This design comes from an exercise in tuning for small area and a short achievable clock period on the open sky130 flow, not from production work. No functional check of the RTL was part of any run shown here. Power and IR drop assume default switching activity.

## flow/flow/io.tcl

```tcl
# Pin placement constraint: the ports on the input-to-output paths (the
# byte input, the strobes and reset, and the outputs combinational in
# them) are kept together on one stretch of the left edge, so that those
# paths need no long wires.
set_io_pin_constraint -region left:30-90 -pin_names {
  rx_valid rx_data[0] rx_data[1] rx_data[2] rx_data[3] rx_data[4]
  rx_data[5] rx_data[6] rx_data[7] eval rst
  res[0] res[1] res_valid rx_ready
}
```

## flow/config.mk

```make
export PLATFORM = sky130hd
export DESIGN_NAME = rdm630_core
export DESIGN_NICKNAME = rdm630_core
export VERILOG_FILES = /design/flow/design.v
export SDC_FILE = /design/flow/constraint.sdc
export NUM_CORES = 4
export LEC_CHECK = 0
export CAP_MARGIN = 20
export CORE_MARGIN = 2
export CORE_UTILIZATION = 60
export CTS_BUF_LIST = sky130_fd_sc_hd__clkbuf_16
export CTS_CLUSTER_DIAMETER = 80
export CTS_CLUSTER_SIZE = 30
export PLACE_DENSITY = 0.8
export SETUP_SLACK_MARGIN = 5
export SLEW_MARGIN = 20
export SYNTH_HIERARCHICAL = 1
export SYNTH_MINIMUM_KEEP_SIZE = 0
```

## flow/standard.sh

```bash
#!/bin/bash
# synth_recipe.tcl (not shown) runs the flow's synth.tcl, then flattens the netlist and writes it again
# the make line also repeats each setting of config.mk as NAME=value (left out here)
make -C /OpenROAD-flow-scripts/flow DESIGN_CONFIG=/design/flow/config.mk WORK_HOME=/design/flow/orfs CLKGATE_MAP_FILE= SYNTH_SCRIPT=/design/flow/synth_recipe.tcl "${@:-finish}"
```

## flow/constraint.sdc

```tcl
create_clock -name core_clock -period 10.0 [get_ports {clk}]
set_input_delay 2.0000 -clock core_clock [delete_from_list [all_inputs] [get_ports {clk}]]
set_output_delay 2.0000 -clock core_clock [all_outputs]
set_load 0.01 [all_outputs]
```

## flow/flow/my_synth.tcl

```tcl
# The standard flow's synthesis script (synth_recipe.tcl) with one change: after ABC has
# mapped every module, three combinational modules (rdm630_in and
# rdm630_res, on the input-to-output path, and the extractor rdm630_xtr)
# are replaced by the hand-mapped netlists in hand_cells.v, which implement
# the same functions; then the design is flattened and written as the standard flow's
# script does. The registers, all in the top module, are untouched.
proc synth {args} { yosys synth -nofsm -noshare {*}$args }
source $::env(SCRIPTS_DIR)/synth.tcl
delete rdm630_in rdm630_res rdm630_xtr
read_verilog [file join [file dirname [info script]] hand_cells.v]
hierarchy -top $::env(DESIGN_NAME)
tee -o $::env(REPORTS_DIR)/synth_stat_hand.txt stat {*}$lib_args
# left out here: clear keep_hierarchy, flatten, clean up, hide names made inside functions, write 1_2_yosys.v
```

## flow/flow/run.sh

```bash
#!/bin/bash
set -euo pipefail
bash standard.sh \
    "SYNTH_SCRIPT=$PWD/flow/my_synth.tcl" \
    "BUFFER_PORTS_ARGS=-buffer_cell sky130_fd_sc_hd__buf_1" \
    "PRE_IO_PLACEMENT_TCL=$PWD/flow/io.tcl" \
    SETUP_SLACK_MARGIN=5.35 \
    finish > flow_make.log 2>&1
```

## flow/flow/hand_cells.v

```verilog
// Hand-mapped sky130hd netlists for three combinational modules of
// rtl/rdm630_core.v: rdm630_in and rdm630_res (the input-to-output path)
// and rdm630_xtr (the extractor; generated by gen/gen_xtr.py). They
// implement exactly the RTL modules of the same names; my_synth.tcl puts
// them in place of ABC's mapping of those modules.

// mark = (rx_data[7:1] == 7'b0000001); rxv = rx_valid; rxd = rx_data.
// The copies go through buffers, so that the input ports' own buffers see
// only the marker decode and the result-code select.
module rdm630_in (rx_valid, rx_data, mark, rxv, rxd);
    input        rx_valid;
    input  [7:0] rx_data;
    output       mark, rxv;
    output [7:0] rxd;
    wire a, b, c, e, f;
    sky130_fd_sc_hd__nor2_1  u_a (.A(rx_data[7]), .B(rx_data[6]), .Y(a));
    sky130_fd_sc_hd__nor2_1  u_b (.A(rx_data[5]), .B(rx_data[4]), .Y(b));
    sky130_fd_sc_hd__nor2_1  u_c (.A(rx_data[3]), .B(rx_data[2]), .Y(c));
    sky130_fd_sc_hd__nand2_1 u_e (.A(a), .B(b), .Y(e));
    sky130_fd_sc_hd__nand2_1 u_f (.A(c), .B(rx_data[1]), .Y(f));
    sky130_fd_sc_hd__nor2_1  u_m (.A(e), .B(f), .Y(mark));
    sky130_fd_sc_hd__buf_1   u_v (.A(rx_valid), .X(rxv));
    genvar i;
    generate
        for (i = 0; i < 8; i = i + 1) begin : g_d
            sky130_fd_sc_hd__buf_1 u_d (.A(rx_data[i]), .X(rxd[i]));
        end
    endgenerate
endmodule

// res = mark ? (rx_valid ? (d0 ? pe : ps) : r0) : (rx_valid ? pn : r0)
module rdm630_res (rx_valid, mark, d0, r0, pn, pe, ps, res);
    input        rx_valid, mark, d0;
    input  [1:0] r0, pn, pe, ps;
    output [1:0] res;
    wire         vn;
    wire   [1:0] t, r0n, a, b, mn, nn;
    sky130_fd_sc_hd__inv_1 u_vn (.A(rx_valid), .Y(vn));
    genvar i;
    generate
        for (i = 0; i < 2; i = i + 1) begin : g_bit
            // t = !(d0 ? pe : ps)
            sky130_fd_sc_hd__mux2i_1 u_t   (.A0(ps[i]), .A1(pe[i]), .S(d0), .Y(t[i]));
            sky130_fd_sc_hd__inv_1   u_r0n (.A(r0[i]), .Y(r0n[i]));
            // mn = rx_valid ? t : !r0 = !(rx_valid ? (d0 ? pe : ps) : r0)
            sky130_fd_sc_hd__nand2_1 u_a   (.A(rx_valid), .B(t[i]), .Y(a[i]));
            sky130_fd_sc_hd__nand2_1 u_b   (.A(vn), .B(r0n[i]), .Y(b[i]));
            sky130_fd_sc_hd__nand2_1 u_m   (.A(a[i]), .B(b[i]), .Y(mn[i]));
            // nn = !(rx_valid ? pn : r0)
            sky130_fd_sc_hd__mux2i_1 u_n   (.A0(r0[i]), .A1(pn[i]), .S(rx_valid), .Y(nn[i]));
            // res = !(mark ? mn : nn)
            sky130_fd_sc_hd__mux2i_1 u_r   (.A0(nn[i]), .A1(mn[i]), .S(mark), .Y(res[i]));
        end
    endgenerate
endmodule

// card/csum/p6 from FRAME: see rdm630_xtr in rtl/rdm630_core.v
module rdm630_xtr (frame, card, csum, p6);
    input  [111:0] frame;
    output [39:0]  card;
    output [7:0]   csum;
    output [7:0]   p6;
    wire   [47:0]  nib;    // pair g in nib[47-8g -: 8], as card
    wire   [11:0]  t;
    // FRAME[1]
    sky130_fd_sc_hd__or2_1  u_n3_0 (.A(frame[99]), .B(frame[102]), .X(nib[47]));
    sky130_fd_sc_hd__a31o_1 u_n2_0 (.A1(frame[102]), .A2(frame[97]), .A3(frame[96]), .B1(frame[98]), .X(nib[46]));
    sky130_fd_sc_hd__ha_1   u_n0_0 (.A(frame[96]), .B(frame[102]), .SUM(nib[44]), .COUT(t[0]));
    sky130_fd_sc_hd__xor2_1 u_n1_0 (.A(frame[97]), .B(t[0]), .X(nib[45]));
    // FRAME[2]
    sky130_fd_sc_hd__or2_1  u_n3_1 (.A(frame[91]), .B(frame[94]), .X(nib[43]));
    sky130_fd_sc_hd__a31o_1 u_n2_1 (.A1(frame[94]), .A2(frame[89]), .A3(frame[88]), .B1(frame[90]), .X(nib[42]));
    sky130_fd_sc_hd__ha_1   u_n0_1 (.A(frame[88]), .B(frame[94]), .SUM(nib[40]), .COUT(t[1]));
    sky130_fd_sc_hd__xor2_1 u_n1_1 (.A(frame[89]), .B(t[1]), .X(nib[41]));
    // FRAME[3]
    sky130_fd_sc_hd__or2_1  u_n3_2 (.A(frame[83]), .B(frame[86]), .X(nib[39]));
    sky130_fd_sc_hd__a31o_1 u_n2_2 (.A1(frame[86]), .A2(frame[81]), .A3(frame[80]), .B1(frame[82]), .X(nib[38]));
    sky130_fd_sc_hd__ha_1   u_n0_2 (.A(frame[80]), .B(frame[86]), .SUM(nib[36]), .COUT(t[2]));
    sky130_fd_sc_hd__xor2_1 u_n1_2 (.A(frame[81]), .B(t[2]), .X(nib[37]));
    // FRAME[4]
    sky130_fd_sc_hd__or2_1  u_n3_3 (.A(frame[75]), .B(frame[78]), .X(nib[35]));
    sky130_fd_sc_hd__a31o_1 u_n2_3 (.A1(frame[78]), .A2(frame[73]), .A3(frame[72]), .B1(frame[74]), .X(nib[34]));
    sky130_fd_sc_hd__ha_1   u_n0_3 (.A(frame[72]), .B(frame[78]), .SUM(nib[32]), .COUT(t[3]));
    sky130_fd_sc_hd__xor2_1 u_n1_3 (.A(frame[73]), .B(t[3]), .X(nib[33]));
    // FRAME[5]
    sky130_fd_sc_hd__or2_1  u_n3_4 (.A(frame[67]), .B(frame[70]), .X(nib[31]));
    sky130_fd_sc_hd__a31o_1 u_n2_4 (.A1(frame[70]), .A2(frame[65]), .A3(frame[64]), .B1(frame[66]), .X(nib[30]));
    sky130_fd_sc_hd__ha_1   u_n0_4 (.A(frame[64]), .B(frame[70]), .SUM(nib[28]), .COUT(t[4]));
    sky130_fd_sc_hd__xor2_1 u_n1_4 (.A(frame[65]), .B(t[4]), .X(nib[29]));
    // FRAME[6]
    sky130_fd_sc_hd__or2_1  u_n3_5 (.A(frame[59]), .B(frame[62]), .X(nib[27]));
    sky130_fd_sc_hd__a31o_1 u_n2_5 (.A1(frame[62]), .A2(frame[57]), .A3(frame[56]), .B1(frame[58]), .X(nib[26]));
    sky130_fd_sc_hd__ha_1   u_n0_5 (.A(frame[56]), .B(frame[62]), .SUM(nib[24]), .COUT(t[5]));
    sky130_fd_sc_hd__xor2_1 u_n1_5 (.A(frame[57]), .B(t[5]), .X(nib[25]));
    // FRAME[7]
    sky130_fd_sc_hd__or2_1  u_n3_6 (.A(frame[51]), .B(frame[54]), .X(nib[23]));
    sky130_fd_sc_hd__a31o_1 u_n2_6 (.A1(frame[54]), .A2(frame[49]), .A3(frame[48]), .B1(frame[50]), .X(nib[22]));
    sky130_fd_sc_hd__ha_1   u_n0_6 (.A(frame[48]), .B(frame[54]), .SUM(nib[20]), .COUT(t[6]));
    sky130_fd_sc_hd__xor2_1 u_n1_6 (.A(frame[49]), .B(t[6]), .X(nib[21]));
    // FRAME[8]
    sky130_fd_sc_hd__or2_1  u_n3_7 (.A(frame[43]), .B(frame[46]), .X(nib[19]));
    sky130_fd_sc_hd__a31o_1 u_n2_7 (.A1(frame[46]), .A2(frame[41]), .A3(frame[40]), .B1(frame[42]), .X(nib[18]));
    sky130_fd_sc_hd__ha_1   u_n0_7 (.A(frame[40]), .B(frame[46]), .SUM(nib[16]), .COUT(t[7]));
    sky130_fd_sc_hd__xor2_1 u_n1_7 (.A(frame[41]), .B(t[7]), .X(nib[17]));
    // FRAME[9]
    sky130_fd_sc_hd__or2_1  u_n3_8 (.A(frame[35]), .B(frame[38]), .X(nib[15]));
    sky130_fd_sc_hd__a31o_1 u_n2_8 (.A1(frame[38]), .A2(frame[33]), .A3(frame[32]), .B1(frame[34]), .X(nib[14]));
    sky130_fd_sc_hd__ha_1   u_n0_8 (.A(frame[32]), .B(frame[38]), .SUM(nib[12]), .COUT(t[8]));
    sky130_fd_sc_hd__xor2_1 u_n1_8 (.A(frame[33]), .B(t[8]), .X(nib[13]));
    // FRAME[10]
    sky130_fd_sc_hd__or2_1  u_n3_9 (.A(frame[27]), .B(frame[30]), .X(nib[11]));
    sky130_fd_sc_hd__a31o_1 u_n2_9 (.A1(frame[30]), .A2(frame[25]), .A3(frame[24]), .B1(frame[26]), .X(nib[10]));
    sky130_fd_sc_hd__ha_1   u_n0_9 (.A(frame[24]), .B(frame[30]), .SUM(nib[8]), .COUT(t[9]));
    sky130_fd_sc_hd__xor2_1 u_n1_9 (.A(frame[25]), .B(t[9]), .X(nib[9]));
    // FRAME[11]
    sky130_fd_sc_hd__or2_1  u_n3_10 (.A(frame[19]), .B(frame[22]), .X(nib[7]));
    sky130_fd_sc_hd__a31o_1 u_n2_10 (.A1(frame[22]), .A2(frame[17]), .A3(frame[16]), .B1(frame[18]), .X(nib[6]));
    sky130_fd_sc_hd__ha_1   u_n0_10 (.A(frame[16]), .B(frame[22]), .SUM(nib[4]), .COUT(t[10]));
    sky130_fd_sc_hd__xor2_1 u_n1_10 (.A(frame[17]), .B(t[10]), .X(nib[5]));
    // FRAME[12]
    sky130_fd_sc_hd__or2_1  u_n3_11 (.A(frame[11]), .B(frame[14]), .X(nib[3]));
    sky130_fd_sc_hd__a31o_1 u_n2_11 (.A1(frame[14]), .A2(frame[9]), .A3(frame[8]), .B1(frame[10]), .X(nib[2]));
    sky130_fd_sc_hd__ha_1   u_n0_11 (.A(frame[8]), .B(frame[14]), .SUM(nib[0]), .COUT(t[11]));
    sky130_fd_sc_hd__xor2_1 u_n1_11 (.A(frame[9]), .B(t[11]), .X(nib[1]));
    assign card = nib[47:8];
    assign p6   = nib[7:0];
    wire [7:0] x01, x23, x03;
    sky130_fd_sc_hd__xor2_1 u_c01_0 (.A(nib[40]), .B(nib[32]), .X(x01[0]));
    sky130_fd_sc_hd__xor2_1 u_c23_0 (.A(nib[24]), .B(nib[16]), .X(x23[0]));
    sky130_fd_sc_hd__xor2_1 u_c03_0 (.A(x01[0]), .B(x23[0]), .X(x03[0]));
    sky130_fd_sc_hd__xor2_1 u_cs_0  (.A(x03[0]), .B(nib[8]), .X(csum[0]));
    sky130_fd_sc_hd__xor2_1 u_c01_1 (.A(nib[41]), .B(nib[33]), .X(x01[1]));
    sky130_fd_sc_hd__xor2_1 u_c23_1 (.A(nib[25]), .B(nib[17]), .X(x23[1]));
    sky130_fd_sc_hd__xor2_1 u_c03_1 (.A(x01[1]), .B(x23[1]), .X(x03[1]));
    sky130_fd_sc_hd__xor2_1 u_cs_1  (.A(x03[1]), .B(nib[9]), .X(csum[1]));
    sky130_fd_sc_hd__xor2_1 u_c01_2 (.A(nib[42]), .B(nib[34]), .X(x01[2]));
    sky130_fd_sc_hd__xor2_1 u_c23_2 (.A(nib[26]), .B(nib[18]), .X(x23[2]));
    sky130_fd_sc_hd__xor2_1 u_c03_2 (.A(x01[2]), .B(x23[2]), .X(x03[2]));
    sky130_fd_sc_hd__xor2_1 u_cs_2  (.A(x03[2]), .B(nib[10]), .X(csum[2]));
    sky130_fd_sc_hd__xor2_1 u_c01_3 (.A(nib[43]), .B(nib[35]), .X(x01[3]));
    sky130_fd_sc_hd__xor2_1 u_c23_3 (.A(nib[27]), .B(nib[19]), .X(x23[3]));
    sky130_fd_sc_hd__xor2_1 u_c03_3 (.A(x01[3]), .B(x23[3]), .X(x03[3]));
    sky130_fd_sc_hd__xor2_1 u_cs_3  (.A(x03[3]), .B(nib[11]), .X(csum[3]));
    sky130_fd_sc_hd__xor2_1 u_c01_4 (.A(nib[44]), .B(nib[36]), .X(x01[4]));
    sky130_fd_sc_hd__xor2_1 u_c23_4 (.A(nib[28]), .B(nib[20]), .X(x23[4]));
    sky130_fd_sc_hd__xor2_1 u_c03_4 (.A(x01[4]), .B(x23[4]), .X(x03[4]));
    sky130_fd_sc_hd__xor2_1 u_cs_4  (.A(x03[4]), .B(nib[12]), .X(csum[4]));
    sky130_fd_sc_hd__xor2_1 u_c01_5 (.A(nib[45]), .B(nib[37]), .X(x01[5]));
    sky130_fd_sc_hd__xor2_1 u_c23_5 (.A(nib[29]), .B(nib[21]), .X(x23[5]));
    sky130_fd_sc_hd__xor2_1 u_c03_5 (.A(x01[5]), .B(x23[5]), .X(x03[5]));
    sky130_fd_sc_hd__xor2_1 u_cs_5  (.A(x03[5]), .B(nib[13]), .X(csum[5]));
    sky130_fd_sc_hd__xor2_1 u_c01_6 (.A(nib[46]), .B(nib[38]), .X(x01[6]));
    sky130_fd_sc_hd__xor2_1 u_c23_6 (.A(nib[30]), .B(nib[22]), .X(x23[6]));
    sky130_fd_sc_hd__xor2_1 u_c03_6 (.A(x01[6]), .B(x23[6]), .X(x03[6]));
    sky130_fd_sc_hd__xor2_1 u_cs_6  (.A(x03[6]), .B(nib[14]), .X(csum[6]));
    sky130_fd_sc_hd__xor2_1 u_c01_7 (.A(nib[47]), .B(nib[39]), .X(x01[7]));
    sky130_fd_sc_hd__xor2_1 u_c23_7 (.A(nib[31]), .B(nib[23]), .X(x23[7]));
    sky130_fd_sc_hd__xor2_1 u_c03_7 (.A(x01[7]), .B(x23[7]), .X(x03[7]));
    sky130_fd_sc_hd__xor2_1 u_cs_7  (.A(x03[7]), .B(nib[15]), .X(csum[7]));
endmodule
```

## flow/design.v

```verilog
module rdm630_core (
    input  wire         clk,
    input  wire         rst,         
    input  wire         rx_valid,
    input  wire [7:0]   rx_data,
    output wire         rx_ready,
    input  wire         eval,
    output wire         res_valid,
    output wire [1:0]   res,
    output wire         fvalid,
    output wire [111:0] frame,
    output wire         xst,
    output wire [39:0]  card,
    output wire [7:0]   csum,
    output wire [7:0]   p6
);
    localparam [7:0] START_B = 8'h02;
    localparam [7:0] END_B   = 8'h03;
    reg [4:0]   cursor;      
    reg         in_frame;
    reg         ok;          
    reg [111:0] sr;          
    reg [111:0] frame_q;     
    reg         fvalid_q;
    wire full = cursor[4];                   
    assign rx_ready = !full && !rst;
    wire       mark;
    wire       rxv;      
    wire [7:0] rxd;      
    rdm630_in u_in (
        .rx_valid (rx_valid),
        .rx_data  (rx_data),
        .mark     (mark),
        .rxv      (rxv),
        .rxd      (rxd)
    );
    wire fire     = rxv && rx_ready;
    wire is_start = mark && !rxd[0];
    wire is_end   = mark &&  rxd[0];
    wire is_hex   = ((rxd >= 8'h30) && (rxd <= 8'h39)) ||
                    ((rxd >= 8'h41) && (rxd <= 8'h46));
    wire st    = fire && is_start;               
    wire app   = fire && in_frame && !is_start;  
    wire c13 = (cursor == 5'd13);
    wire c14 = (cursor == 5'd14);
    wire c15 = (cursor >= 5'd15);
    wire [4:0] cursor_rx   = st ? 5'd1 : app ? cursor + 5'd1 : cursor;
    wire       in_frame_rx = st ? 1'b1 : (app && is_end) ? 1'b0 : in_frame;
    wire       ok_rx       = st ? 1'b1 :
                             app ? (ok && (c13 ? is_end : is_hex)) : ok;
    wire shift = fire && (in_frame || is_start);
    wire [111:0] sr_next = ({112{shift}}  & {sr[103:0], rxd}) |
                           ({112{!shift}} & sr);
    wire do_eval = eval && !rst;
    wire apnd  = in_frame && !full;                  
    wire [1:0] r0 = c15 ? 2'd3 : c14 ? (ok ? 2'd1 : 2'd2) : 2'd0;
    wire [1:0] ra = (c14 || c15) ? 2'd3 : c13 ? 2'd2 : 2'd0;   
    wire [1:0] re = (c14 || c15) ? 2'd3 : c13 ? (ok ? 2'd1 : 2'd2) : 2'd0;
    wire [1:0] pn = apnd ? ra : r0;
    wire [1:0] pe = apnd ? re : r0;
    wire [1:0] ps = full ? r0 : 2'd0;
    assign res_valid = do_eval;
    rdm630_res u_res (
        .rx_valid (rx_valid),
        .mark     (mark),
        .d0       (rx_data[0]),
        .r0       (r0),
        .pn       (pn),
        .pe       (pe),
        .ps       (ps),
        .res      (res)
    );
    wire cap  = do_eval && (cursor_rx == 5'd14);
    wire over = do_eval && (cursor_rx >  5'd14);
    always @(posedge clk) begin
        if (rst) begin
            cursor   <= 5'd0;
            in_frame <= 1'b0;
            fvalid_q <= 1'b0;
            ok       <= 1'b0;
        end else begin
            in_frame <= in_frame_rx;
            if (cap || over) begin
                cursor   <= 5'd0;
                ok       <= 1'b0;
                fvalid_q <= cap && ok_rx;
            end else begin
                cursor   <= cursor_rx;
                ok       <= ok_rx;
            end
        end
    end
    always @(posedge clk) begin
        sr <= sr_next;
        if (cap)
            frame_q <= sr_next;
    end
    assign fvalid = fvalid_q;
    assign xst    = !fvalid_q;
    assign frame  = frame_q;
    rdm630_xtr u_xtr (
        .frame (frame_q),
        .card  (card),
        .csum  (csum),
        .p6    (p6)
    );
endmodule
module rdm630_res (
    input  wire       rx_valid,
    input  wire       mark,        
    input  wire       d0,
    input  wire [1:0] r0,
    input  wire [1:0] pn,
    input  wire [1:0] pe,
    input  wire [1:0] ps,
    output wire [1:0] res
);
    wire [1:0] res_mark  = !rx_valid ? r0 : d0 ? pe : ps;
    wire [1:0] res_other = !rx_valid ? r0 : pn;
    assign res = mark ? res_mark : res_other;
endmodule
module rdm630_xtr (
    input  wire [111:0] frame,
    output wire [39:0]  card,
    output wire [7:0]   csum,
    output wire [7:0]   p6
);
    function [3:0] hexval;
        input [7:0] c;
        begin
            hexval = {c[3] | c[6],
                      c[2] | (c[6] & c[1] & c[0]),
                      c[1] ^ (c[6] & c[0]),
                      c[0] ^ c[6]};
        end
    endfunction
    wire [7:0] pair [0:5];
    genvar g;
    generate
        for (g = 0; g < 6; g = g + 1) begin : g_pair
            assign pair[g] = {hexval(frame[111-8*(1+2*g) -: 8]),
                              hexval(frame[111-8*(2+2*g) -: 8])};
        end
        for (g = 0; g < 5; g = g + 1) begin : g_card
            assign card[39-8*g -: 8] = pair[g];
        end
    endgenerate
    assign csum = pair[0] ^ pair[1] ^ pair[2] ^ pair[3] ^ pair[4];
    assign p6   = pair[5];
endmodule
module rdm630_in (
    input  wire       rx_valid,
    input  wire [7:0] rx_data,
    output wire       mark,
    output wire       rxv,
    output wire [7:0] rxd
);
    assign mark = (rx_data[7:1] == 7'b0000001);
    assign rxv  = rx_valid;
    assign rxd  = rx_data;
endmodule
```

==> flow_metrics.py, run 1 <==
metrics = {
    "floorplanning": {
        "coreArea_sq_um": 13900,
        "start_util_pct": 61.5,
        "rows": 43,
        "io_pins": 186,
        "die_x_um": 123,
        "dieArea_sq_um": 15200,
        "die_h_um": 123,
    },
    "critical_path": {
        "crit_chain": "buf_8, nor2_4, nand2_2, nor2_4, mux2i_1, buf_2",
        "crit_top_cell": "nor2_4",
        "critPathCaptureType": "primary output",
        "crit_required_ps": 8000,
        "critPathLaunchType": "input pin",
        "critPathMaxFanout": 3,
        "cpPeakStageDelay_ps": 200,
        "cp_slowest_cell": "mux2i_1",
        "worstPathArrival_ps": 2770,
        "critical_path_class": "input pin to primary output",
        "path_delay_family": "simple AND/OR/NAND/NOR gates",
        "critPathBufInv": 2,
    },
    "drt": {
        "via_per_inst": 5.51,
        "wire_per_inst_um": 19.0,
        "drt-pass1-iter-count": 4,
        "drt-total-wl_um": 17600,
        "ant_nets": 0,
        "drcViolationCount": 0,
        "drt-initial-drc-count": 386,
        "via_count": 5100,
    },
    "outcome": {
        "status": "finished clean",
    },
    "global_routing": {
        "grt_pass1_vias": 4853,
        "grt_max_degree": 70,
        "antenna_found_initial": 0,
        "grt_pass1_wl_um": 25500,
        "grt_use_total_pct": 22.3,
        "grt-ovfl-total": 0,
    },
    "worst_hold_path": {
        "worstHoldPathType": "flip-flop to flip-flop",
    },
    "sta": {
        "setup_tns_ps": 0,
        "final.setup.worst_slack_ps": 5230,
        "finalHoldViolations": 0,
        "max_slew_margin_pct": 54.9,
        "finalClockSkew_ps": 16.6,
        "tightest_slew_ps": 670,
        "timing.fmax_mhz": 210,
        "fin_crit_ps": 4770,
        "period_share_pct": 47.7,
        "finalMaxSlewViolations": 0,
        "setup_viol": 0,
        "rsz0062_at_grt": "yes",
        "holdWs_ps": 472,
    },
    "logic_synthesis": {
        "synth_cells": 560,
        "synth_area_per_cell_sq_um": 15.3,
        "syn_area_sq_um": 8540,
        "yosys_warnings": 8,
        "synth_fp_nets": 588,
    },
    "finish": {
        "design_area_sq_um": 9950,
        "fin_util_pct": 71.7,
        "layout-drive-gt1-share_pct": 13.8,
        "area_growth_pct": 16.5,
        "layout.nets": 769,
        "nFillCells": 965,
        "diodes": 0,
        "finalNonFillerCells": 926,
    },
    "clocking": {
        "tritoncts": "done",
        "htree_levels": 1,
        "worstSkewPairLatency_ps": 460,
        "cts_sinks": 232,
        "clk_path_buf_depth": 3,
        "holdBufCountCts": 0,
        "clk_pin_slew_worst_paths_ps": 100,
        "root_buffer": "clkbuf_16",
        "cts_buffers": 12,
    },
    "placed_design": {
        "place_inst": 902,
        "dp_slack_ps": 4760,
        "port_buffers": 185,
        "dp_hpwl_um": 12800,
        "gp_congestion": 0.870,
        "placed_area_sq_um": 9430,
    },
    "power_and_ir_drop": {
        "powerDensity_nw_per_um2": 155,
        "power_mw": 1.55,
        "leakage_nw": 3.70,
        "switching_power_mw": 0.303,
        "peakVddDrop_mv": 0.195,
        "power_frac_clock_pct": 34.8,
        "p_sw_share_pct": 19.6,
        "combPwrFrac_pct": 1.2,
        "p_int_mw": 1.24,
        "seq_power_share_pct": 63.9,
    },
    "run": {
        "cap_violations": 0,
    },
}
-- worst register-to-register path: cells and delay by family (launching register included) --
kind,cells,cell delay (ps)
and+or+nand+nor,4,990
buffers and inverters,2,970
DFF,1,650
AOI/OAI and AO/OA,1,90
-- final timing paths --
path                                               to  slack, ps  depth (start not counted)                 start
worst max register to register  frame_q[20]$_DFFE_PP_       6860                          7  cursor[4]$_SDFF_PP0_
worst min-delay path                  sr[111]$_DFF_P_        470                          1       sr[111]$_DFF_P_
worst min register to register        sr[111]$_DFF_P_        470                          1       sr[111]$_DFF_P_
worst max-delay path                           res[0]       5230                          6            rx_data[6]
-- layer usage --
layer | track usage (%) | wire, um | share of wire [%] | up-vias
met3 | 3.00 | 1010 | 5.7 | 12
met2 | 38.6 | 8890 | 51 | 179
met4 | 5.47 | 255 | 1.4 | 0
li1 | - | - | - | 2389
met1 | 30.0 | 7450 | 42 | 2520
met5 | 0 | 0 | 0 | -
-- cell type report --
cell class              count  area [sq um]  share of cell area (%)
multi-input cells         291          2690                    27.1
flip-flops and latches    232          5770                    57.9
clock inverters             6          65.1                   0.654
clock buffers              13           325                    3.27
well taps                 180           225                    2.26
repair buffers            194           840                    8.44
inverters                  10          37.5                   0.377
-- registers in the layout, summed over array words and instances, names as in the netlist --
signal	count
frame_q	112
sr	112
cursor	5
fvalid_q	1
in_frame	1
ok	1
-- power groups by stage --
| stage | sequential (mW) | clock [mW] | combinational (mW) |
|---|---|---|---|
| 2_1_floorplan | 1.01 | 0 | 0.00998 |
| 3_3_place_gp | 1.01 | 0 | 0.0136 |
| 3_5_place_dp | 1.01 | 0 | 0.0142 |
| 4_1_cts | 0.989 | 0.550 | 0.0175 |
| 5_1_grt | 0.990 | 0.581 | 0.0202 |
| 6_report | 0.989 | 0.539 | 0.0189 |
-- cell usage in the layout, fill, tap and decap left out, types with 2 or more instances in the layout --
master     count
nor2_1        14
a31o_1        12
or2_1         12
or4_1          2
o21a_1         2
mux2i_1        6
clkbuf_16     13
nand2_2        2
ha_1          16
nand4_1        2
buf_6          6
buf_4          7
and3_1         2
a21oi_1        5
edfxtp_1     112
buf_1        173
a41oi_1        2
o21ai_0        8
o31ai_1        2
inv_1         13
mux2_1        60
nor2b_1        2
dfxtp_1      120
nor3_1         5
mux2_2        51
xor2_1        44
nand2_1       11
buf_8          3
nand3_1        2
or4_4          2
a211oi_1       3
buf_2          5
nor2_4         4
-- timing repair --
item	in CTS	in global routing
resized for setup	29	6
endpoints found under the setup margin	115	115
pin swaps	5	2
setup buffers	4	1
==> inputs of run 2 (changes only) <==
--- a/flow/design.v
+++ b/flow/design.v
@@ -20,5 +20,5 @@
     reg         in_frame;
     reg         ok;          
-    reg [111:0] sr;          
+    reg [7:0]   buf_q [0:13];
     reg [111:0] frame_q;     
     reg         fvalid_q;
@@ -49,7 +49,14 @@
     wire       ok_rx       = st ? 1'b1 :
                              app ? (ok && (c13 ? is_end : is_hex)) : ok;
-    wire shift = fire && (in_frame || is_start);
-    wire [111:0] sr_next = ({112{shift}}  & {sr[103:0], rxd}) |
-                           ({112{!shift}} & sr);
+    wire [13:0] we;
+    genvar g;
+    generate
+        for (g = 0; g < 14; g = g + 1) begin : g_we
+            if (g == 0)
+                assign we[g] = st || (app && cursor == 5'd0);
+            else
+                assign we[g] = app && (cursor == g);
+        end
+    endgenerate
     wire do_eval = eval && !rst;
     wire apnd  = in_frame && !full;                  
@@ -91,8 +98,17 @@
         end
     end
+    integer i;
     always @(posedge clk) begin
-        sr <= sr_next;
-        if (cap)
-            frame_q <= sr_next;
+        for (i = 0; i < 14; i = i + 1)
+            if (we[i])
+                buf_q[i] <= rxd;
+    end
+    wire [7:0] byte13 = we[13] ? rxd : buf_q[13];
+    always @(posedge clk) begin
+        if (cap) begin
+            for (i = 0; i < 13; i = i + 1)
+                frame_q[111-8*i -: 8] <= buf_q[i];
+            frame_q[7:0] <= byte13;
+        end
     end
     assign fvalid = fvalid_q;
==> flow/flow/run.sh (replaced) <==
#!/bin/bash
set -euo pipefail
bash standard.sh \
    "SYNTH_SCRIPT=$PWD/flow/my_synth.tcl" \
    "BUFFER_PORTS_ARGS=-buffer_cell sky130_fd_sc_hd__buf_1" \
    SETUP_SLACK_MARGIN=5.35 \
    finish > flow_make.log 2>&1
removed: flow/flow/io.tcl
==> run 2 against run 1 <==
  * Die area decreased by 0.43%
  * Wire length decreased by 7.7%
  * Count of clock-buffer cells in the layout decreased by 2
  * Sequential cell count unchanged
  * Critical path type unchanged
  * Total power decreased by 0.55%
  * First-iteration DRC count increased by 13%
  * Fmax about the same
  * Synthesized cell count decreased by 18%
  * Combinational power increased by about 50%
  * Largest cell class unchanged
==> flow_metrics.py, run 2 <==
metrics = {
    "critical_path": {
        "cp_slowest_cell": "mux2i_1",
        "critPathBufInv": 2,
        "critPathCaptureType": "primary output",
        "cpPeakStageDelay_ps": 190,
        "critical_path_class": "input pin to primary output",
        "crit_chain": "buf_16, nor2_4, nand2_2, nor2_4, mux2i_1, buf_2",
        "path_delay_family": "simple AND/OR/NAND/NOR gates",
        "crit_top_cell": "nor2_4",
        "critPathMaxFanout": 3,
        "critPathLaunchType": "input pin",
        "worstPathArrival_ps": 2760,
        "crit_required_ps": 8000,
    },
    "drt": {
        "wire_per_inst_um": 19.4,
        "drcViolationCount": 0,
        "ant_nets": 0,
        "drt-pass1-iter-count": 5,
        "drt-total-wl_um": 16200,
        "via_per_inst": 5.51,
        "drt-initial-drc-count": 436,
        "via_count": 4605,
    },
    "sta": {
        "setup_viol": 0,
        "fin_crit_ps": 4760,
        "tightest_slew_ps": 1130,
        "max_slew_margin_pct": 24.4,
        "period_share_pct": 47.6,
        "rsz0062_at_grt": "yes",
        "setup_tns_ps": 0,
        "finalMaxSlewViolations": 0,
        "finalClockSkew_ps": 21.3,
        "timing.fmax_mhz": 210,
        "finalHoldViolations": 0,
    },
    "finish": {
        "layout_common_cells": "edfxtp_1 (216), buf_1 (174), xor2_1 (46)",
        "reg_top3": "buf_q x112, frame_q x112, cursor x5",
        "nFillCells": 847,
        "final_common_cell": "edfxtp_1",
        "diodes": 0,
        "layout.nets": 682,
        "area_growth_pct": 17.4,
        "layout-drive-gt1-share_pct": 10.2,
    },
    "clocking": {
        "cts_sinks": 232,
        "cts_buffers": 11,
        "root_buffer": "clkbuf_16",
        "clk_path_buf_depth": 3,
        "tritoncts": "done",
        "clk_pin_slew_worst_paths_ps": 100,
        "worstSkewPairLatency_ps": 450,
        "htree_levels": 1,
    },
    "global_routing": {
        "grt_use_total_pct": 20.9,
        "grt_pass1_vias": 4305,
        "antenna_found_initial": 0,
        "grt_max_degree": 98,
        "grt_pass1_wl_um": 23500,
        "grt-ovfl-total": 0,
    },
    "logic_synthesis": {
        "yosys_warnings": 9,
        "synth_area_per_cell_sq_um": 18.5,
        "syn_area_sq_um": 8500,
        "synth_cells": 460,
        "synth_fp_nets": 489,
    },
    "run": {
        "cap_violations": 0,
    },
    "power_and_ir_drop": {
        "peakVddDrop_mv": 0.112,
        "powerDensity_nw_per_um2": 154,
        "leakage_nw": 3.26,
        "power_mw": 1.54,
    },
    "placed_design": {
        "gp_congestion": 0.923,
        "dp_hpwl_um": 11100,
        "port_buffers": 185,
    },
    "outcome": {
        "status": "finished clean",
    },
    "floorplanning": {
        "dieArea_sq_um": 15100,
        "start_util_pct": 61.3,
        "io_pins": 186,
        "rows": 43,
        "die_h_um": 123,
        "coreArea_sq_um": 13900,
        "die_x_um": 123,
    },
    "worst_hold_path": {
        "worstHoldPathType": "flip-flop to flip-flop",
    },
}
## run 2: report_power, final
part | internal (mW) | switching, mW | leakage [nW] | total [mW]
clock network | 0.203 | 0.258 | 0.156 | 0.460
logic | 0.0118 | 0.0166 | 1.05 | 0.0284
registers | 1.05 | 0.0000642 | 2.05 | 1.05
total | 1.26 | 0.274 | 3.26 | 1.54
## run 2: layer usage
metal / global-route usage, % / wire length (um) / share of wire [%]
met2: 37.4 / 8450 / 52
met1: 27.8 / 6320 / 39
met3: 2.58 / 1190 / 7.3
met4: 4.76 / 267 / 1.6
met5: 0 / 0 / 0
## run 2: through the flow
step	std cells	hold WS, ps	utilization [%]	worst slack (ps)	area [sq um]
final	835	412	71.9	5240	9980
after global routing	835	435	71.9	5200	9980
after CTS	834	420	71.7	5250	9950
after detailed placement	810	405	67.8	3950	9410
after global placement	810	400	67.8	4120	9410
after floorplan	460	400	-	3050	8550
## run 2: what timing repair did
item | in CTS | in global routing
resized for setup | 69 | 3
pin swaps | 6 | 2
endpoints found under the setup margin | 100 | 3
hold buffers | 0 | 0
gates cloned | 0 | 0
buffers inserted | 9 | 1
## run 2: layout make-up
cell class / instances / area [sq um] / area share (%)
inverter: 10 / 37.5 / 0.376
sequential: 232 / 6810 / 68.2
tap: 180 / 225 / 2.26
clock inverter: 4 / 20.0 / 0.201
clock buffer: 11 / 275 / 2.76
multi-input combinational: 202 / 1690 / 16.9
timing repair buffer: 196 / 931 / 9.32
## run 2: path summary, 6_finish.rpt
path | to | from | slack (ps) | depth (start not counted)
max reg2reg | frame_q[74]$_DFFE_PP_ | cursor[1]$_SDFF_PP0_ | 6810 | 8
min | frame_q[16]$_DFFE_PP_ | buf_q[11][0]$_DFFE_PP_ | 410 | 0
min reg2reg | frame_q[16]$_DFFE_PP_ | buf_q[11][0]$_DFFE_PP_ | 410 | 0
max | res[0] | rx_data[7] | 5240 | 6
==> inputs of run 3 (changes only) <==
--- a/flow/design.v
+++ b/flow/design.v
@@ -20,10 +20,11 @@
     reg         in_frame;
     reg         ok;          
-    reg [7:0]   buf_q [0:13];
+    reg [111:0] sr;          
     reg [111:0] frame_q;     
     reg         fvalid_q;
     wire full = cursor[4];                   
     assign rx_ready = !full && !rst;
-    wire       mark;
+    wire       mark;     
+    wire       markc;    
     wire       rxv;      
     wire [7:0] rxd;      
@@ -32,10 +33,11 @@
         .rx_data  (rx_data),
         .mark     (mark),
+        .markc    (markc),
         .rxv      (rxv),
         .rxd      (rxd)
     );
     wire fire     = rxv && rx_ready;
-    wire is_start = mark && !rxd[0];
-    wire is_end   = mark &&  rxd[0];
+    wire is_start = markc && !rxd[0];
+    wire is_end   = markc &&  rxd[0];
     wire is_hex   = ((rxd >= 8'h30) && (rxd <= 8'h39)) ||
                     ((rxd >= 8'h41) && (rxd <= 8'h46));
@@ -49,14 +51,7 @@
     wire       ok_rx       = st ? 1'b1 :
                              app ? (ok && (c13 ? is_end : is_hex)) : ok;
-    wire [13:0] we;
-    genvar g;
-    generate
-        for (g = 0; g < 14; g = g + 1) begin : g_we
-            if (g == 0)
-                assign we[g] = st || (app && cursor == 5'd0);
-            else
-                assign we[g] = app && (cursor == g);
-        end
-    endgenerate
+    wire shift = fire && (in_frame || is_start);
+    wire [111:0] sr_next = ({112{shift}}  & {sr[103:0], rxd}) |
+                           ({112{!shift}} & sr);
     wire do_eval = eval && !rst;
     wire apnd  = in_frame && !full;                  
@@ -98,17 +93,8 @@
         end
     end
-    integer i;
     always @(posedge clk) begin
-        for (i = 0; i < 14; i = i + 1)
-            if (we[i])
-                buf_q[i] <= rxd;
-    end
-    wire [7:0] byte13 = we[13] ? rxd : buf_q[13];
-    always @(posedge clk) begin
-        if (cap) begin
-            for (i = 0; i < 13; i = i + 1)
-                frame_q[111-8*i -: 8] <= buf_q[i];
-            frame_q[7:0] <= byte13;
-        end
+        sr <= sr_next;
+        if (cap)
+            frame_q <= sr_next;
     end
     assign fvalid = fvalid_q;
@@ -169,8 +155,10 @@
     input  wire [7:0] rx_data,
     output wire       mark,
+    output wire       markc,
     output wire       rxv,
     output wire [7:0] rxd
 );
-    assign mark = (rx_data[7:1] == 7'b0000001);
+    assign mark  = (rx_data[7:1] == 7'b0000001);
+    assign markc = mark;
     assign rxv  = rx_valid;
     assign rxd  = rx_data;
--- a/flow/flow/hand_cells.v
+++ b/flow/flow/hand_cells.v
@@ -5,11 +5,11 @@
 // them in place of ABC's mapping of those modules.
 
-// mark = (rx_data[7:1] == 7'b0000001); rxv = rx_valid; rxd = rx_data.
-// The copies go through buffers, so that the input ports' own buffers see
-// only the marker decode and the result-code select.
-module rdm630_in (rx_valid, rx_data, mark, rxv, rxd);
+// mark = (rx_data[7:1] == 7'b0000001); markc = mark; rxv = rx_valid;
+// rxd = rx_data. The copies go through buffers, so that the input ports'
+// own buffers and mark see only the marker decode and the result-code select.
+module rdm630_in (rx_valid, rx_data, mark, markc, rxv, rxd);
     input        rx_valid;
     input  [7:0] rx_data;
-    output       mark, rxv;
+    output       mark, markc, rxv;
     output [7:0] rxd;
     wire a, b, c, e, f;
@@ -20,4 +20,5 @@
     sky130_fd_sc_hd__nand2_1 u_f (.A(c), .B(rx_data[1]), .Y(f));
     sky130_fd_sc_hd__nor2_1  u_m (.A(e), .B(f), .Y(mark));
+    sky130_fd_sc_hd__buf_1   u_mc (.A(mark), .X(markc));
     sky130_fd_sc_hd__buf_1   u_v (.A(rx_valid), .X(rxv));
     genvar i;
==> run 3 against run 2 <==
  * Still clean on timing, DRC and antenna
  * Count of clock-buffer cells in the layout is 2 higher
  * Register-to-register slack gained 80 ps
  * Synthesized cell count increased by 22%
  * Cell area about the same
  * Clock power increased by 18%
  * Sequential cell count did not move
  * Core utilization hardly changed
  * Critical path type unchanged
  * Critical endpoint unchanged
  * Largest cell class unchanged
  * Highest routed layer unchanged
==> flow_metrics.py, run 3 <==
metrics = {
    "outcome": {
        "status": "finished clean",
    },
    "clocking": {
        "cts_sinks": 232,
        "htree_levels": 1,
        "root_buffer": "clkbuf_16",
        "cts_buffers": 12,
        "holdBufCountCts": 0,
        "clk_path_buf_depth": 3,
        "tritoncts": "done",
        "worstSkewPairLatency_ps": 470,
        "clk_pin_slew_worst_paths_ps": 100,
    },
    "drt": {
        "via_per_inst": 5.54,
        "drcViolationCount": 0,
        "ant_nets": 0,
        "drt-total-wl_um": 17600,
        "drt-pass1-iter-count": 4,
        "wire_per_inst_um": 18.9,
        "via_count": 5144,
        "drt-initial-drc-count": 312,
    },
    "run": {
        "cap_violations": 0,
    },
    "critical_path": {
        "crit_required_ps": 8000,
        "critPathCaptureType": "primary output",
        "path_delay_family": "simple AND/OR/NAND/NOR gates",
        "cpPeakStageDelay_ps": 270,
        "critPathMaxFanout": 3,
        "critPathLaunchType": "input pin",
        "crit_chain": "buf_8, nor2_4, nand2_2, nor2_4, mux2i_1, buf_2",
        "cp_slowest_cell": "mux2i_1",
        "critPathBufInv": 2,
        "crit_top_cell": "nor2_4",
        "critical_path_class": "input pin to primary output",
        "worstPathArrival_ps": 2900,
    },
    "global_routing": {
        "grt_use_total_pct": 22.2,
        "grt_pass1_vias": 4774,
        "grt_pass1_wl_um": 25500,
        "grt_max_degree": 68,
        "antenna_found_initial": 0,
        "grt-ovfl-total": 0,
    },
    "floorplanning": {
        "dieArea_sq_um": 15200,
        "rows": 43,
        "coreArea_sq_um": 13900,
        "io_pins": 186,
        "die_h_um": 123,
        "die_x_um": 123,
        "start_util_pct": 61.6,
    },
    "sta": {
        "tightest_slew_ps": 877,
        "period_share_pct": 49.0,
        "setup_tns_ps": 0,
        "finalClockSkew_ps": 22.5,
        "finalMaxSlewViolations": 0,
        "rsz0062_at_grt": "yes",
        "timing.fmax_mhz": 204,
        "setup_viol": 0,
        "holdWs_ps": 474,
        "max_slew_margin_pct": 41.5,
        "fin_crit_ps": 4900,
        "finalHoldViolations": 0,
    },
    "power_and_ir_drop": {
        "seq_power_share_pct": 63.9,
        "switching_power_mw": 0.306,
        "leakage_nw": 3.71,
        "combPwrFrac_pct": 1.2,
        "p_int_mw": 1.24,
        "power_mw": 1.55,
        "power_frac_clock_pct": 35.0,
        "powerDensity_nw_per_um2": 155,
        "p_sw_share_pct": 19.7,
        "peakVddDrop_mv": 0.133,
    },
    "logic_synthesis": {
        "synth_fp_nets": 589,
        "synth_cells": 561,
        "synth_area_per_cell_sq_um": 15.2,
        "syn_area_sq_um": 8540,
        "yosys_warnings": 8,
    },
    "placed_design": {
        "gp_congestion": 0.894,
        "dp_hpwl_um": 12300,
        "port_buffers": 185,
        "placed_area_sq_um": 9410,
    },
    "finish": {
        "final_common_cell": "buf_1",
        "nFillCells": 923,
        "design_area_sq_um": 9980,
        "area_growth_pct": 16.9,
        "layout.nets": 770,
        "reg_top3": "frame_q x112, sr x112, cursor x5",
        "diodes": 0,
        "layout-drive-gt1-share_pct": 13.9,
        "layout_common_cells": "buf_1 (173), dfxtp_1 (120), edfxtp_1 (112)",
    },
    "worst_hold_path": {
        "worstHoldPathType": "flip-flop to flip-flop",
    },
}
## run 3: stage by stage
step / worst slack [ps] / instances / util, %
floorplan: 3220 / 561 / -
global placement: 4370 / 902 / 67.8
detailed placement: 4290 / 902 / 67.8
CTS: 5190 / 925 / 71.4
global route: 5120 / 928 / 71.9
finish: 5100 / 928 / 71.9
## run 3: final cells by class
type | instances | area (sq um) | share of cell area, %
clock inverter | 7 | 65.1 | 0.652
inverter | 10 | 37.5 | 0.376
timing repair buffer | 195 | 877 | 8.78
clock buffer | 13 | 325 | 3.26
sequential | 232 | 5770 | 57.7
tap | 180 | 225 | 2.26
multi-input combinational | 291 | 2690 | 26.9
## run 3: what timing repair did
action                                  in CTS  in global routing
gates cloned                                 0                  1
endpoints found under the hold margin        0                  0
pin swaps                                    5                  3
buffers inserted                             3                  2
endpoints found under the setup margin      59                 59
gates resized for setup                     31                 15
## run 3: power by group through the flow
| stage | logic [mW] | clock network (mW) | registers [mW] |
|---|---|---|---|
| 6_report | 0.0184 | 0.542 | 0.989 |
| 5_1_grt | 0.0197 | 0.584 | 0.990 |
| 4_1_cts | 0.0164 | 0.552 | 0.989 |
| 3_5_place_dp | 0.0134 | 0 | 1.01 |
| 3_3_place_gp | 0.0128 | 0 | 1.01 |
| 2_1_floorplan | 0.00957 | 0 | 1.01 |
## run 3: worst register-to-register path: cells and delay by family (launching register included)
kind            cells  cell delay (ps)
fa+ha+maj           1              210
simple gates        3             1320
buf+inv             3              640
compound gates      1              150
flops               1              440
## run 3: worst paths after layout
path                                           start               endpoint  slack, ps  cells past startpoint
worst max-delay path                      rx_data[3]                 res[0]       5100                      6
worst min-delay path                 sr[106]$_DFF_P_        sr[106]$_DFF_P_        470                      1
worst max register to register  cursor[0]$_SDFF_PP0_  frame_q[12]$_DFFE_PP_       6890                      8
worst min register to register       sr[106]$_DFF_P_        sr[106]$_DFF_P_        470                      1
## run 3: per-layer routing
metal  global-route usage [%]  wire, um  vias to the layer above
met3                     3.41      1040                       31
met1                     29.7      7330                     2518
li1                         -         -                     2401
met5                        0         0                        -
met4                     6.46       449                        0
met2                     37.8      8740                      194

==> static timing again, ports no longer ideal <==
How much do the figures lean on ideal ports? The routed layouts below were timed once more, with nothing changed but the port constraints. Step 1: set_driving_cell puts a clkbuf_16 on clk and a buf_2 on each other input, an assumption about the parent block. Step 2 adds t to the input delays and takes it off the output delays; t is the mean of the earliest and latest rising clock arrival at the registers after step 1. Input paths then give back, and output paths get back, about the clock's delay inside the block. Slacks: ideal ports / drivers / drivers and shift; pairs: ideal ports / drivers.
run | t (ns) | setup WS [ns] | worst hold slack (ns) | latest minus earliest clock arrival (ns) | slew at the worst register clock pin (ns)
run 1 | 0.497 | 5.235 / 5.197 / 5.048 | 0.472 / 0.472 / 0.472 | 0.017 / 0.017 | 0.10 / 0.10
run 2 | 0.483 | 5.239 / 5.176 / 5.176 | 0.412 / 0.412 / 0.412 | 0.021 / 0.021 | 0.11 / 0.11
run 3 | 0.504 | 5.100 / 5.057 / 4.884 | 0.474 / 0.474 / 0.474 | 0.022 / 0.023 | 0.11 / 0.11
After both steps setup and hold are still met in every run listed. The setup slack of run 3, which loses most, moves by -0.043 ns with the drivers and by -0.216 ns with both steps.
